This design comes from an exercise in tuning for small area, a short achievable clock period and few clock cycles per item on the open sky130 flow, not from production work.
Where RTL was checked, it was by simulation tests only, not by an equivalence proof against the original.
Power figures rest on the tool's default switching activity, not on a simulated workload.

==> garnet: inputs <==
## s8b_decoder
module s8b_decoder (
    input  wire        clk,
    input  wire        rst,
    input  wire        in_valid,
    output wire        in_ready,
    input  wire [63:0] in_word,
    output wire        out_valid,
    input  wire        out_ready,
    output wire [31:0] out_data,
    output wire        out_last,
    output wire [5:0]  out_width,
    output wire        err
);
==> flow/config.mk <==
export PLATFORM = sky130hd
export DESIGN_NAME = s8b_decoder
export DESIGN_NICKNAME = s8b_decoder
export VERILOG_FILES = /design/flow/design.v
export SDC_FILE = /design/flow/constraint.sdc
export NUM_CORES = 4
export LEC_CHECK = 0
export ABC_AREA = 1
export CAP_MARGIN = 20
export CORE_MARGIN = 2
export CORE_UTILIZATION = 55
export SETUP_SLACK_MARGIN = 3.8
export SLEW_MARGIN = 20
==> flow/constraint.sdc <==
create_clock -name core_clock -period 7.5 [get_ports {clk}]
set_input_delay 1.5000 -clock core_clock [delete_from_list [all_inputs] [get_ports {clk}]]
set_output_delay 1.5000 -clock core_clock [all_outputs]
set_load 0.01 [all_outputs]
standard.sh (not shown) runs the stock make flow with config.mk's settings and CLKGATE_MAP_FILE= SYNTH_SCRIPT=/design/flow/synth_recipe.tcl, a recipe that flattens the netlist after the stock synthesis.
==> flow/flow/run.sh <==
#!/bin/bash
# Own layout flow: the standard ORFS flow with two changes.
#  1. Synthesis is the standard one (synth_recipe.tcl, same passes, same
#     registers); only the ABC script that maps the combinational logic to
#     cells is replaced by flow/abc.script (area-oriented mapping without the
#     buffering/upsizing passes of ORFS's script; timing is repaired later by
#     the standard flow as usual).
#     Yosys's full-adder extraction is skipped too (ADDER_MAP_FILE empty), so
#     ABC maps the adders along with the rest.
#  2. Port buffers are the smallest buffer (buf_1) instead of ORFS's default
#     pick; every port still gets its buffer, and repair upsizes them as needed.
# Each step's full output goes to a log file in this folder (and ORFS's own
# logs under orfs/logs/).
set -euo pipefail
W=$(pwd)
rm -rf "$W/scripts_own"
cp -r "$FLOW_HOME/scripts" "$W/scripts_own"
cp "$W/flow/abc.script" "$W/scripts_own/abc_area.script"
cp "$W/flow/abc.script" "$W/scripts_own/abc_speed.script"
bash standard.sh SCRIPTS_DIR="$W/scripts_own" ADDER_MAP_FILE= synth > "$W/run_synth.log" 2>&1
bash standard.sh "BUFFER_PORTS_ARGS=-buffer_cell sky130_fd_sc_hd__buf_1" finish > "$W/run_layout.log" 2>&1
==> flow/flow/abc.script <==
strash
ifraig
dc2
dc2
strash
&get -n
&dch -f
&nf -R 1000
&put
topo
==> yarrow (differences from garnet) <==
--- a/flow/design.v
+++ b/flow/design.v
@@ -32,16 +32,17 @@
             default: s8b_pen = 1'b0;
         endcase
     endfunction
     reg        ov;           
     reg [31:0] od;           
     reg        ol;           
     reg [3:0]  maxsel;       
     reg        err_r;
+    reg        bad_r;        
     reg        done_r;       
     reg        ht_r;         
     reg        first_r;      
     reg        last_r;       
     reg [5:0]  shamt;        
     reg [6:0]  pos;          
     wire [3:0] sel     = in_word[63:60];
     wire       sel_lo  = ~|sel[3:1];                     
@@ -51,18 +52,19 @@
     wire [3:0] sgt    = sel & ~maxsel;
     wire [3:0] seq    = ~(sel ^ maxsel);
     wire       sel_gt = sgt[3] | (seq[3] & (sgt[2] | (seq[2] & (sgt[1] | (seq[1] & sgt[0])))));
     wire can_load = !ov || out_ready;
     assign in_ready = ht_r || (can_load && last_r);
     wire take = in_valid && in_ready;
     wire adv  = can_load && in_valid && !ht_r;
     wire good = in_valid && !ht_r && !(first_r && bad_now);
-    wire err_nx  = err_r || (take && (first_r || done_r) && bad_now);
-    wire done_nx = (done_r && !take) || (adv && first_r && (sel_15 || sel_lo) && !take);
+    wire err_nx  = err_r || (take && (bad_r || (first_r && bad_now)));
+    wire bad_nx  = bad_r || (adv && first_r && bad_now && !take);
+    wire done_nx = (done_r && !take) || (adv && first_r && sel_15 && !take);
     reg [31:0] field;
     wire [38:0] lsh5;
     assign lsh5[0] = shamt[5] ? in_word[32] : in_word[0];
     assign lsh5[1] = shamt[5] ? in_word[33] : in_word[1];
     assign lsh5[2] = shamt[5] ? in_word[34] : in_word[2];
     assign lsh5[3] = shamt[5] ? in_word[35] : in_word[3];
     assign lsh5[4] = shamt[5] ? in_word[36] : in_word[4];
     assign lsh5[5] = shamt[5] ? in_word[37] : in_word[5];
@@ -422,18 +424,36 @@
         (maxsel == 4'd8) ? 6'd7 :
         (maxsel == 4'd9) ? 6'd8 :
         (maxsel == 4'd10) ? 6'd10 :
         (maxsel == 4'd11) ? 6'd12 :
         (maxsel == 4'd12) ? 6'd15 :
         (maxsel == 4'd13) ? 6'd20 :
         (maxsel == 4'd14) ? 6'd30 :
         6'd60;
-    wire [5:0] sh_nx  = shamt + b;
-    wire       pen_nx = s8b_pen(sel, shamt);
+    reg  [3:0] sel_r;
+    always @(posedge clk)
+        if (adv) sel_r <= sel;
+    wire [5:0] b_r =
+        (sel_r == 4'd2) ? 6'd1 :
+        (sel_r == 4'd3) ? 6'd2 :
+        (sel_r == 4'd4) ? 6'd3 :
+        (sel_r == 4'd5) ? 6'd4 :
+        (sel_r == 4'd6) ? 6'd5 :
+        (sel_r == 4'd7) ? 6'd6 :
+        (sel_r == 4'd8) ? 6'd7 :
+        (sel_r == 4'd9) ? 6'd8 :
+        (sel_r == 4'd10) ? 6'd10 :
+        (sel_r == 4'd11) ? 6'd12 :
+        (sel_r == 4'd12) ? 6'd15 :
+        (sel_r == 4'd13) ? 6'd20 :
+        (sel_r == 4'd14) ? 6'd30 :
+        6'd60;
+    wire [5:0] sh_nx  = first_r ? b : shamt + b_r;
+    wire       pen_nx = first_r ? (sel == 4'd14) : s8b_pen(sel_r, shamt);
     assign out_valid = ov;
     assign out_data  = od;
     assign out_last  = ol;
     assign out_width = wdec;
     assign err       = err_r;
     always @(posedge clk) begin
         if (can_load)
             od <= value;
@@ -441,26 +461,28 @@
             ol     <= (pos == 7'd127);
             maxsel <= (pos == 7'd0 || sel_gt) ? sel : maxsel;
         end
     end
     always @(posedge clk) begin
         if (rst) begin
             ov      <= 1'b0;
             err_r   <= 1'b0;
+            bad_r   <= 1'b0;
             done_r  <= 1'b0;
             ht_r    <= 1'b0;
             first_r <= 1'b1;
             last_r  <= 1'b0;
             shamt   <= 6'd0;
             pos     <= 7'd0;
         end else begin
             err_r  <= err_nx;
+            bad_r  <= bad_nx;
             done_r <= done_nx;
-            ht_r   <= err_nx || done_nx;
+            ht_r   <= err_nx || bad_nx || done_nx;
             if (can_load)
                 ov <= good;
             if (adv)
                 pos <= pos + 7'd1;
             if (take) begin
                 first_r <= 1'b1;
                 shamt   <= 6'd0;
             end else if (adv) begin
SETUP_SLACK_MARGIN = 4.0   (was 3.8)
==> xenon (differences from garnet) <==
--- a/flow/design.v
+++ b/flow/design.v
@@ -47,20 +47,22 @@
     wire       sel_lo  = ~|sel[3:1];                     
     wire       sel_15  = &sel;
     wire       big     = |in_word[59:32];
     wire       bad_now = sel_lo || (sel_15 && big);      
     wire [3:0] sgt    = sel & ~maxsel;
     wire [3:0] seq    = ~(sel ^ maxsel);
     wire       sel_gt = sgt[3] | (seq[3] & (sgt[2] | (seq[2] & (sgt[1] | (seq[1] & sgt[0])))));
     wire can_load = !ov || out_ready;
-    assign in_ready = ht_r || (can_load && last_r);
+    wire rd_ok = first_r || iv_r;
+    reg ra_r, r3_r;
+    assign in_ready = ra_r || (r3_r && out_ready);
     wire take = in_valid && in_ready;
-    wire adv  = can_load && in_valid && !ht_r;
-    wire good = in_valid && !ht_r && !(first_r && bad_now);
+    wire adv  = can_load && in_valid && !ht_r && rd_ok;
+    wire good = in_valid && !ht_r && rd_ok && !(first_r && bad_now);
     wire err_nx  = err_r || (take && (first_r || done_r) && bad_now);
     wire done_nx = (done_r && !take) || (adv && first_r && (sel_15 || sel_lo) && !take);
     reg [31:0] field;
     wire [38:0] lsh5;
     assign lsh5[0] = shamt[5] ? in_word[32] : in_word[0];
     assign lsh5[1] = shamt[5] ? in_word[33] : in_word[1];
     assign lsh5[2] = shamt[5] ? in_word[34] : in_word[2];
     assign lsh5[3] = shamt[5] ? in_word[35] : in_word[3];
@@ -422,31 +424,64 @@
         (maxsel == 4'd8) ? 6'd7 :
         (maxsel == 4'd9) ? 6'd8 :
         (maxsel == 4'd10) ? 6'd10 :
         (maxsel == 4'd11) ? 6'd12 :
         (maxsel == 4'd12) ? 6'd15 :
         (maxsel == 4'd13) ? 6'd20 :
         (maxsel == 4'd14) ? 6'd30 :
         6'd60;
-    wire [5:0] sh_nx  = shamt + b;
-    wire       pen_nx = s8b_pen(sel, shamt);
+    reg  [3:0] sel_r;
+    reg        iv_r;
+    always @(posedge clk) begin
+        sel_r <= sel;
+        iv_r  <= in_valid;
+    end
+    wire [5:0] b_r =
+        (sel_r == 4'd2) ? 6'd1 :
+        (sel_r == 4'd3) ? 6'd2 :
+        (sel_r == 4'd4) ? 6'd3 :
+        (sel_r == 4'd5) ? 6'd4 :
+        (sel_r == 4'd6) ? 6'd5 :
+        (sel_r == 4'd7) ? 6'd6 :
+        (sel_r == 4'd8) ? 6'd7 :
+        (sel_r == 4'd9) ? 6'd8 :
+        (sel_r == 4'd10) ? 6'd10 :
+        (sel_r == 4'd11) ? 6'd12 :
+        (sel_r == 4'd12) ? 6'd15 :
+        (sel_r == 4'd13) ? 6'd20 :
+        (sel_r == 4'd14) ? 6'd30 :
+        6'd60;
+    wire [5:0] sh_nx  = first_r ? b : shamt + b_r;
+    wire       pen_nx = first_r ? (sel == 4'd14) : s8b_pen(sel_r, shamt);
     assign out_valid = ov;
     assign out_data  = od;
-    assign out_last  = ol;
+    assign out_last  = (pos == 7'd0);
     assign out_width = wdec;
     assign err       = err_r;
     always @(posedge clk) begin
         if (can_load)
             od <= value;
         if (adv) begin
-            ol     <= (pos == 7'd127);
             maxsel <= (pos == 7'd0 || sel_gt) ? sel : maxsel;
         end
     end
+    wire ov_nx    = can_load ? good : ov;
+    wire first_nx = take || (first_r && !adv);
+    wire last_nx  = adv ? ((pos == 7'd126) || (!take && pen_nx)) : last_r;
+    wire lr_nx    = last_nx && (first_nx || in_valid);
+    always @(posedge clk) begin
+        if (rst) begin
+            ra_r <= 1'b0;
+            r3_r <= 1'b0;
+        end else begin
+            ra_r <= err_nx || done_nx || (lr_nx && !ov_nx);
+            r3_r <= lr_nx && ov_nx;
+        end
+    end
     always @(posedge clk) begin
         if (rst) begin
             ov      <= 1'b0;
             err_r   <= 1'b0;
             done_r  <= 1'b0;
             ht_r    <= 1'b0;
             first_r <= 1'b1;
             last_r  <= 1'b0;
--- a/flow/flow/run.sh
+++ b/flow/flow/run.sh
@@ -1,13 +1,13 @@
 #!/bin/bash
 # Own layout flow: the standard ORFS flow with two changes.
 #  1. Synthesis is the standard one (synth_recipe.tcl, same passes, same
 #     registers); only the ABC script that maps the combinational logic to
-#     cells is replaced by flow/abc.script (area-oriented mapping without the
+#     cells is replaced by flow/abc.script (area-oriented mapping, after a time-limited deep AIG resynthesis, without the
 #     buffering/upsizing passes of ORFS's script; timing is repaired later by
 #     the standard flow as usual).
 #     Yosys's full-adder extraction is skipped too (ADDER_MAP_FILE empty), so
 #     ABC maps the adders along with the rest.
 #  2. Port buffers are the smallest buffer (buf_1) instead of ORFS's default
 #     pick; every port still gets its buffer, and repair upsizes them as needed.
 # Each step's full output goes to a log file in this folder (and ORFS's own
 # logs under orfs/logs/).
==> flow/flow/abc.script (replaced) <==
strash
ifraig
dc2
strash
&get -n
&deepsyn -T 120
&put
strash
&get -n
&dch -f
&nf -R 1000
&put
SETUP_SLACK_MARGIN = 4.2   (was 3.8)
==> onyx (differences from garnet) <==
--- a/flow/design.v
+++ b/flow/design.v
@@ -47,20 +47,22 @@
     wire       sel_lo  = ~|sel[3:1];                     
     wire       sel_15  = &sel;
     wire       big     = |in_word[59:32];
     wire       bad_now = sel_lo || (sel_15 && big);      
     wire [3:0] sgt    = sel & ~maxsel;
     wire [3:0] seq    = ~(sel ^ maxsel);
     wire       sel_gt = sgt[3] | (seq[3] & (sgt[2] | (seq[2] & (sgt[1] | (seq[1] & sgt[0])))));
     wire can_load = !ov || out_ready;
-    assign in_ready = ht_r || (can_load && last_r);
+    wire rd_ok = first_r || iv_r;
+    reg ra_r, r3_r;
+    assign in_ready = ra_r || (r3_r && out_ready);
     wire take = in_valid && in_ready;
-    wire adv  = can_load && in_valid && !ht_r;
-    wire good = in_valid && !ht_r && !(first_r && bad_now);
+    wire adv  = can_load && in_valid && !ht_r && rd_ok;
+    wire good = in_valid && !ht_r && rd_ok && !(first_r && bad_now);
     wire err_nx  = err_r || (take && (first_r || done_r) && bad_now);
     wire done_nx = (done_r && !take) || (adv && first_r && (sel_15 || sel_lo) && !take);
     reg [31:0] field;
     wire [38:0] lsh5;
     assign lsh5[0] = shamt[5] ? in_word[32] : in_word[0];
     assign lsh5[1] = shamt[5] ? in_word[33] : in_word[1];
     assign lsh5[2] = shamt[5] ? in_word[34] : in_word[2];
     assign lsh5[3] = shamt[5] ? in_word[35] : in_word[3];
@@ -422,31 +424,64 @@
         (maxsel == 4'd8) ? 6'd7 :
         (maxsel == 4'd9) ? 6'd8 :
         (maxsel == 4'd10) ? 6'd10 :
         (maxsel == 4'd11) ? 6'd12 :
         (maxsel == 4'd12) ? 6'd15 :
         (maxsel == 4'd13) ? 6'd20 :
         (maxsel == 4'd14) ? 6'd30 :
         6'd60;
-    wire [5:0] sh_nx  = shamt + b;
-    wire       pen_nx = s8b_pen(sel, shamt);
+    reg  [3:0] sel_r;
+    reg        iv_r;
+    always @(posedge clk) begin
+        sel_r <= sel;
+        iv_r  <= in_valid;
+    end
+    wire [5:0] b_r =
+        (sel_r == 4'd2) ? 6'd1 :
+        (sel_r == 4'd3) ? 6'd2 :
+        (sel_r == 4'd4) ? 6'd3 :
+        (sel_r == 4'd5) ? 6'd4 :
+        (sel_r == 4'd6) ? 6'd5 :
+        (sel_r == 4'd7) ? 6'd6 :
+        (sel_r == 4'd8) ? 6'd7 :
+        (sel_r == 4'd9) ? 6'd8 :
+        (sel_r == 4'd10) ? 6'd10 :
+        (sel_r == 4'd11) ? 6'd12 :
+        (sel_r == 4'd12) ? 6'd15 :
+        (sel_r == 4'd13) ? 6'd20 :
+        (sel_r == 4'd14) ? 6'd30 :
+        6'd60;
+    wire [5:0] sh_nx  = first_r ? b : shamt + b_r;
+    wire       pen_nx = first_r ? (sel == 4'd14) : s8b_pen(sel_r, shamt);
     assign out_valid = ov;
     assign out_data  = od;
-    assign out_last  = ol;
+    assign out_last  = (pos == 7'd0);
     assign out_width = wdec;
     assign err       = err_r;
     always @(posedge clk) begin
         if (can_load)
             od <= value;
         if (adv) begin
-            ol     <= (pos == 7'd127);
             maxsel <= (pos == 7'd0 || sel_gt) ? sel : maxsel;
         end
     end
+    wire ov_nx    = can_load ? good : ov;
+    wire first_nx = take || (first_r && !adv);
+    wire last_nx  = adv ? ((pos == 7'd126) || (!take && pen_nx)) : last_r;
+    wire lr_nx    = last_nx && (first_nx || in_valid);
+    always @(posedge clk) begin
+        if (rst) begin
+            ra_r <= 1'b0;
+            r3_r <= 1'b0;
+        end else begin
+            ra_r <= err_nx || done_nx || (lr_nx && !ov_nx);
+            r3_r <= lr_nx && ov_nx;
+        end
+    end
     always @(posedge clk) begin
         if (rst) begin
             ov      <= 1'b0;
             err_r   <= 1'b0;
             done_r  <= 1'b0;
             ht_r    <= 1'b0;
             first_r <= 1'b1;
             last_r  <= 1'b0;
==> flow/flow/run.sh (replaced) <==
#!/bin/bash
# Own layout flow: the standard ORFS flow with three changes.
#  1. Synthesis is the standard one (synth_recipe.tcl, same passes, same
#     registers); only the ABC script that maps the combinational logic to
#     cells is replaced by flow/abc.script (area-oriented mapping, after a time-limited deep AIG resynthesis, without the
#     buffering/upsizing passes of ORFS's script; timing is repaired later by
#     the standard flow as usual).
#     Yosys's full-adder extraction is skipped too (ADDER_MAP_FILE empty), so
#     ABC maps the adders along with the rest.
#  2. Port buffers are the smallest buffer (buf_1) instead of ORFS's default
#     pick; every port still gets its buffer, and repair upsizes them as needed.
#  3. flow/io.tcl (IO_CONSTRAINTS) places the out_ready and in_ready pins
#     next to each other; the pin placer places all pins as usual.
# Each step's full output goes to a log file in this folder (and ORFS's own
# logs under orfs/logs/).
set -euo pipefail
W=$(pwd)
rm -rf "$W/scripts_own"
cp -r "$FLOW_HOME/scripts" "$W/scripts_own"
cp "$W/flow/abc.script" "$W/scripts_own/abc_area.script"
cp "$W/flow/abc.script" "$W/scripts_own/abc_speed.script"
bash standard.sh SCRIPTS_DIR="$W/scripts_own" ADDER_MAP_FILE= synth > "$W/run_synth.log" 2>&1
bash standard.sh "BUFFER_PORTS_ARGS=-buffer_cell sky130_fd_sc_hd__buf_1" "IO_CONSTRAINTS=$W/flow/io.tcl" finish > "$W/run_layout.log" 2>&1
==> flow/flow/abc.script (replaced) <==
strash
ifraig
dc2
strash
&get -n
&deepsyn -T 120
&put
strash
&get -n
&dch -f
&nf -R 1000
&put
==> flow/flow/io.tcl (new file) <==
# Keep out_ready and in_ready side by side on the die edge: the only path
# from an input port to an output port runs between them.
set_io_pin_constraint -group -order -pin_names {out_ready in_ready}
SETUP_SLACK_MARGIN = 4.2   (was 3.8)
==> run summary <==
quantity                                                    yarrow           xenon          garnet            onyx
Post-synthesis average cell area                         8.23 um^2       8.56 um^2       8.35 um^2       8.56 um^2
Number of tap cells inserted                                    99              96              80              96
Area used by multi-input combinational logic          0.00251 mm^2    0.00237 mm^2    0.00238 mm^2    0.00238 mm^2
Average via count per standard cell                           6.76            6.97            7.16            7.16
Worst clock skew                                         0.0142 ns       0.0131 ns       0.0121 ns      0.00929 ns
Row Count                                                       31              30              30              30
Fraction of the mapped netlist area in adder cells          0.241%          0.506%          0.784%          0.506%
Layout buffer count excluding clock buffers                    120             119             145             119
Full die area                                         0.00826 mm^2    0.00788 mm^2    0.00765 mm^2    0.00788 mm^2
Simple-gate area share of the yosys netlist                  22.7%           22.6%           22.8%           22.6%
Switching power as a share of total power                    38.2%           41.7%           39.2%           43.1%
Num Clock Sinks                                                 61              62              56              62
Post-CTS sizing                                                  7               4              11               3
Power Sequential                                            444 uW          462 uW          405 uW          476 uW
WP depth                                                         5               3              15               3
Switching pwr                                               422 uW          558 uW          403 uW          558 uW
Finished Cell Area                                    0.00503 mm^2    0.00483 mm^2    0.00487 mm^2    0.00480 mm^2
Post-place instance area                              0.00476 mm^2    0.00455 mm^2    0.00442 mm^2    0.00455 mm^2
Outcome                                             finished clean  finished clean  finished clean  finished clean
H-tree depth                                                     3               3               2               3
Sequential share of cell area                                32.5%           33.2%           30.6%           33.4%
Sequential share of power                                    40.3%           34.4%           39.5%           36.7%
Power per Cell Area                                    219 mW/mm^2     277 mW/mm^2     211 mW/mm^2     270 mW/mm^2
Testbench counts of xenon, summed over its fixed seeds: cycles 25,005, items 24,576.
Testbench counts of onyx, summed over its fixed seeds: cycles 25,005, items 24,576.
No functional check of the RTL was part of garnet and yarrow.

-- separate check: timing with driven ports --
How much do the figures lean on ideal ports? The routed layouts below were timed once more, with nothing changed but the port constraints. Step 1: set_driving_cell puts a clkbuf_16 on clk and a buf_2 on each other input, an assumption about the parent block. Step 2 moves the port delays by t, midway between the first and last clock arrival at a register: inputs arrive t later, outputs are due t later. That takes back most of the time a late clock gives input paths. Three values: ideal, step 1, step 2; two values: the first two.
run | shift t [ns] | setup WS [ns] | worst setup path after step 2 | clock arrival spread, ns
garnet | 0.342 | 3.632 / 3.584 / 3.242 | input to register | 0.012 / 0.012
yarrow | 0.369 | 3.941 / 3.901 / 3.725 | input to register | 0.014 / 0.014
xenon | 0.377 | 4.121 / 4.090 / 3.924 | input to register | 0.014 / 0.014
onyx | 0.373 | 4.108 / 4.077 / 3.848 | input to register | 0.009 / 0.010
After both steps setup and hold are still met in every run listed. The setup slack of garnet, which loses most, moves by -0.048 ns with the drivers and by -0.390 ns with both steps.
